Context: an optimization exercise on an open-source flow, tuned for small area, a short achievable clock period and few clock cycles per item. The choices shown serve that exercise and are no tape-out recipe. At most, simulation tests tie the RTL to the original design; equivalence was not proved.

==> zinc: inputs <==
## tfv_frontend
module tfv_frontend (
    input              clk,
    input              rst,             
    input              start,           
    input              clear,           
    input      [7:0]   codec_sel,       
    input      [1:0]   transport_sel,   
    input      [31:0]  buf_len,         
    output             mem_req,
    output     [10:0]  mem_addr,
    input              mem_gnt,
    input      [7:0]   mem_rdata,
    output     [1:0]   state,           
    output     [3:0]   err_code,
    output     [7:0]   err_detail,
    output     [31:0]  err_offset,
    output     [63:0]  err_expected,
    output     [63:0]  err_actual,
    output     [15:0]  crc_result,
    output     [7:0]   rec_count,
    output     [31:0]  rec_size,
    output             dg_valid,
    output     [15:0]  dg_packet_id,
    output     [7:0]   dg_seq_id,
    output     [15:0]  dg_decl_len,
    output     [119:0] dev_id
);
clock: 6.0 ns
lec_check: 0
abc_area: 1
cap_margin: 20
core_margin: 2
core_utilization: 40
cts_cluster_diameter: 150
cts_cluster_size: 20
setup_slack_margin: 3.18
slew_margin: 20
standard.sh (not shown) runs the stock make flow with config.mk's settings and CLKGATE_MAP_FILE= SYNTH_SCRIPT=/design/flow/synth_recipe.tcl, a recipe that flattens the netlist after the stock synthesis.
==> flow/flow/run.sh <==
#!/bin/bash
export BUFFER_PORTS_ARGS="-buffer_cell sky130_fd_sc_hd__buf_1"
bash standard.sh > standard.log 2>&1
==> cedar (differences from zinc) <==
--- a/flow/design.v
+++ b/flow/design.v
@@ -58,40 +58,46 @@
     reg         cm;            
     reg         nm;            
     reg [10:0]  q;
     reg [7:0]   rm;
     reg [3:0]   dcnt;
     reg         dact;
     reg         ep;            
     reg         ep2;           
+    reg         c1;            
     reg         ra11;          
     reg  [1:0]  kc;            
     reg         n2ne;          
     reg         tz;            
+    reg         pz;            
+    reg         plen;          
+    reg         pidl;          
+    reg         pcrc;          
     reg         fin;           
     reg         cbad;          
     reg [3:0]   code;
     reg [1:0]   sub;           
     reg [1:0]   det;           
     function [15:0] crc8;
         input [15:0] c;
         input [7:0]  b;
         reg   [7:0]  t;
         reg          p;
         begin
             t    = c[7:0] ^ b;
             p    = ^t;
             crc8 = {8'h00, c[15:8]} ^ {2'b00, t, 6'd0} ^ {1'b0, t, 7'd0} ^ {p, p, 13'd0, p};
         end
     endfunction
-    wire in_codec_ok = (codec_sel == 8'h08) || (codec_sel == 8'h8E) || (codec_sel == 8'h10);
-    wire in_n_big    = (buf_len > 32'd2048);
-    wire in_short    = transport_sel[0] ? (buf_len < 32'd2) : (buf_len < 32'd8);
+    wire in_first_ok = transport_sel[0] ? (buf_len != 32'd0) : (buf_len > 32'd4);
     wire in_dg_pre   = (buf_len[11:0] >= 12'd26);
+    wire p_codec_ok  = (codec_r == 8'h08) || (codec_r == 8'h8E) || (codec_r == 8'h10);
+    wire p_n_big     = (sr[31:0] > 32'd2048);
+    wire p_short     = dg ? (sr[31:1] == 31'd0) : (sr[31:3] == 29'd0);
     wire take_start  = (st != ST_BUSY) && start && !clear;
     wire take_clear  = (st != ST_BUSY) && clear;
     wire [10:0] ra_inc = ra + 11'd1;
     reg  [10:0] ra_nx;
     reg         rq_last;
     reg  [2:0]  rk;
     always @* begin
         ra_nx   = ra_inc;
@@ -126,23 +132,22 @@
             else if (ra == 11'd22) rk = K_LAST;
         end
     end
     wire take = rq && mem_gnt;
     wire        proc  = (st == ST_BUSY) && dv && !ep && !fin;
     wire [7:0]  rd    = mem_rdata;
     wire [31:0] low   = {sr[23:0], rd};
     wire [12:0] nm11  = {1'b0, nx} - 13'd11;
-    wire        len_eq = dg ? (low[15:0] == {4'd0, nx})
-                            : (!nm11[12] && low == {20'd0, nm11[11:0]});
+    wire        len_eq = plen && (rd == (dg ? nx[7:0] : nm11[7:0]));
     wire [8:0]  dsh   = {rm, q[10]};
     wire        dfit  = dsh >= {1'b0, n1};
     wire [8:0]  dsub  = dsh - {1'b0, n1};
     wire        plen_lt3 = dg ? (nx < 12'd24) : (nx < 12'd14);
-    wire        cb_now   = !dg && !(tz && low[15:0] == crc);
+    wire        cb_now   = !dg && !(tz && pcrc && rd == crc[7:0]);
     wire        n2_bad   = !dg && !cm && n2ne;
     wire        fe_cb    = fin ? cbad : cb_now;
     wire        fe_nm    = fin ? nm : (nm || n2_bad);
     reg         fe_ok;
     reg  [3:0]  fe_code;
     reg  [1:0]  fe_sub;
     always @* begin
         fe_ok   = 1'b0;
@@ -275,44 +280,48 @@
                 nx      <= buf_len[11:0] - (transport_sel[0] ? 12'd2 : 12'd1);
                 srn[31:0] <= ~buf_len;    
                 crc     <= 16'd0;
                 cm      <= 1'b0;
                 nm      <= 1'b0;
                 fin     <= 1'b0;
                 dact    <= 1'b0;
                 q       <= buf_len[10:0] - (transport_sel[0] ? 11'd26 : 11'd15);
-                ep      <= 1'b1;
+                ep      <= 1'b0;
                 ep2     <= 1'b0;
+                c1      <= 1'b1;
                 kc      <= {1'b0, transport_sel[0]};
-                rq      <= 1'b0;
+                rq      <= in_first_ok;
+                code    <= 4'd0;
                 sub     <= 2'd0;
                 det     <= 2'd0;
-                if (!in_codec_ok) begin
-                    code <= E_INVALID_PARAM; sub <= 2'd1; det <= 2'd1;
-                end else if (transport_sel[1]) begin
-                    code <= E_INVALID_PARAM; sub <= 2'd2; det <= 2'd2;
-                end else if (in_n_big) begin
-                    code <= E_INVALID_PARAM; sub <= 2'd3; det <= 2'd3;
-                end else if (in_short) begin
-                    code <= E_TOO_SHORT;
-                end else begin
-                    code <= 4'd0;
-                    ep   <= 1'b0;
-                    rq   <= 1'b1;
-                end
                 if (!transport_sel[0]) begin
                     ra <= 11'd4; pre <= 1'b0;
                 end else if (in_dg_pre) begin
                     ra <= 11'd23; pre <= 1'b1;
                 end else begin
                     ra <= 11'd0; pre <= 1'b0;
                 end
             end
         end else begin
+            c1 <= 1'b0;
+            if (c1) begin
+                if (!p_codec_ok) begin
+                    code <= E_INVALID_PARAM; sub <= 2'd1; det <= 2'd1;
+                end else if (tr_r[1]) begin
+                    code <= E_INVALID_PARAM; sub <= 2'd2; det <= 2'd2;
+                end else if (p_n_big) begin
+                    code <= E_INVALID_PARAM; sub <= 2'd3; det <= 2'd3;
+                end else if (p_short) begin
+                    code <= E_TOO_SHORT;
+                end
+                if (!p_codec_ok || tr_r[1] || p_n_big || p_short) begin
+                    ep <= 1'b1; rq <= 1'b0;
+                end
+            end
             if (ep2) begin
                 st        <= ST_ERR;
                 nerr      <= 1'b0;
                 ra        <= off;
                 srn[64:0] <= ~{exp_v, act_v};
             end else if (ep) begin
                 ep2        <= 1'b1;
                 ra         <= nadd[10:0];
@@ -331,33 +340,38 @@
                         kc <= 2'd2;
                     else if (fe_code == E_REC_COUNT && fe_sub == 2'd0)
                         kc <= dg ? 2'd0 : 2'd3;
                 end
             end else if (proc) begin
                 srn <= {srn[135:0], ~rd};
                 n2ne <= (sr[23:16] != n1);
                 tz   <= (sr[15:0] == 16'd0);
+                pz   <= ({sr[15:0], rd} == 24'd0);
+                plen <= dg ? (rd == {4'd0, nx[11:8]})
+                           : (!nm11[12] && {sr[15:0], rd} == {12'd0, nm11[11:8]});
+                pidl <= (rd == 8'd0);
+                pcrc <= (rd == (dc ? crc8(crc, sr[23:16]) >> 8 : crc >> 8));
                 if (dc)
                     crc <= crc8(crc, sr[23:16]);
                 case (dk)
                 K_LEN: begin
                     if (!len_eq) begin
                         code <= E_LENGTH; ep <= 1'b1; rq <= 1'b0;
                     end else if (dg && nx < 12'd21) begin
                         code <= E_TOO_SHORT; sub <= 2'd1; ep <= 1'b1; rq <= 1'b0;
                     end
                 end
                 K_PRE: begin
-                    if (dg ? (rd != 8'd1) : (low != 32'd0)) begin
+                    if (dg ? (rd != 8'd1) : !(pz && rd == 8'd0)) begin
                         code <= dg ? E_MARKER : E_PREAMBLE; ep <= 1'b1; rq <= 1'b0;
                     end
                 end
                 K_IDL: begin
-                    if (low[15:0] != 16'd15) begin
+                    if (!(pidl && rd == 8'd15)) begin
                         code <= E_DEVID_LEN; ep <= 1'b1; rq <= 1'b0;
                     end
                 end
                 K_CODEC: begin
                     if (rd != codec_r) begin
                         cm <= 1'b1; rm <= rd;
                     end
                 end
Settings changed: SETUP_SLACK_MARGIN 3.18 to 3.15.
==> flow_summary.json <==
{
  "wl_mm": 91.2,
  "critPathBufInv": 1,
  "multi_input_area_um2": 10100,
  "grt_pass1_vias": 18400,
  "path_clk_slew_ns": 0.11,
  "yosysUniqueCellTypes": 64,
  "drive_above_1_share": 0.0828,
  "routabilityCongestion": 0.999,
  "wl_met1_mm": 36.8,
  "fin_ws_ns": 3.16,
  "met3_length_mm": 8.96,
  "status": "complete, no violations",
  "tightest_slew_ns": 1.03,
  "fin_hold_ws_ns": 0.455,
  "ff_latch_area_um2": 7200,
  "hold_end": "srn[90]"
}
-- figures above: cedar

==> flow_summary.json <==
{
  "fin_ws_ns": 3.20,
  "drive_above_1_share": 0.0790,
  "wl_met1_mm": 33.9,
  "hold_end": "srn[88]",
  "multi_input_area_um2": 10100,
  "routabilityCongestion": 0.996,
  "wl_mm": 83.7,
  "critPathBufInv": 3,
  "die_h_um": 222,
  "fin_hold_ws_ns": 0.455,
  "detail-route-antenna-nets": 0,
  "ff_latch_area_um2": 7050,
  "use_met2": 0.509,
  "cts_tree": "done",
  "status": "complete, no violations",
  "period_minus_slack_ns": 2.80,
  "yosysUniqueCellTypes": 71,
  "buffer_area_frac": 0.0992,
  "grt_overflow_total": 0,
  "nFillCells": 4852,
  "path_clk_slew_ns": 0.10
}
-- figures above: zinc

Testbench counts of zinc, summed over its fixed seeds: cycles 62,792, frames 384.
No functional check of the RTL was part of cedar.

-- port drivers added, routing unchanged --
The flow's constraints put no driver on any port. The routed layouts listed below were extracted and timed again, unchanged, in two steps. Step 1 assumes that a clkbuf_16 drives the clock port and a buf_2 every other input. Step 2, shift: input delay + t, output delay - t, t = (earliest + latest rising clock arrival at the registers) / 2. This alone moves slack from input paths to output paths. a / b / c = ideal ports / drivers / drivers and shift; a / b = the first two.
run	shift t [ns]	setup slack, ns	latest minus earliest clock arrival (ns)	worst register clock-pin slew, ns	pins driven straight from the clock port
zinc	0.589	3.204 / 3.141 / 2.699	0.051 / 0.051	0.11 / 0.11	1
cedar	0.595	3.160 / 3.100 / 2.634	0.038 / 0.037	0.11 / 0.11	1
After both steps setup and hold are still met in every run listed. For cedar, which loses most, drivers alone change the setup slack by -0.060 ns; drivers and shift together by -0.526 ns.
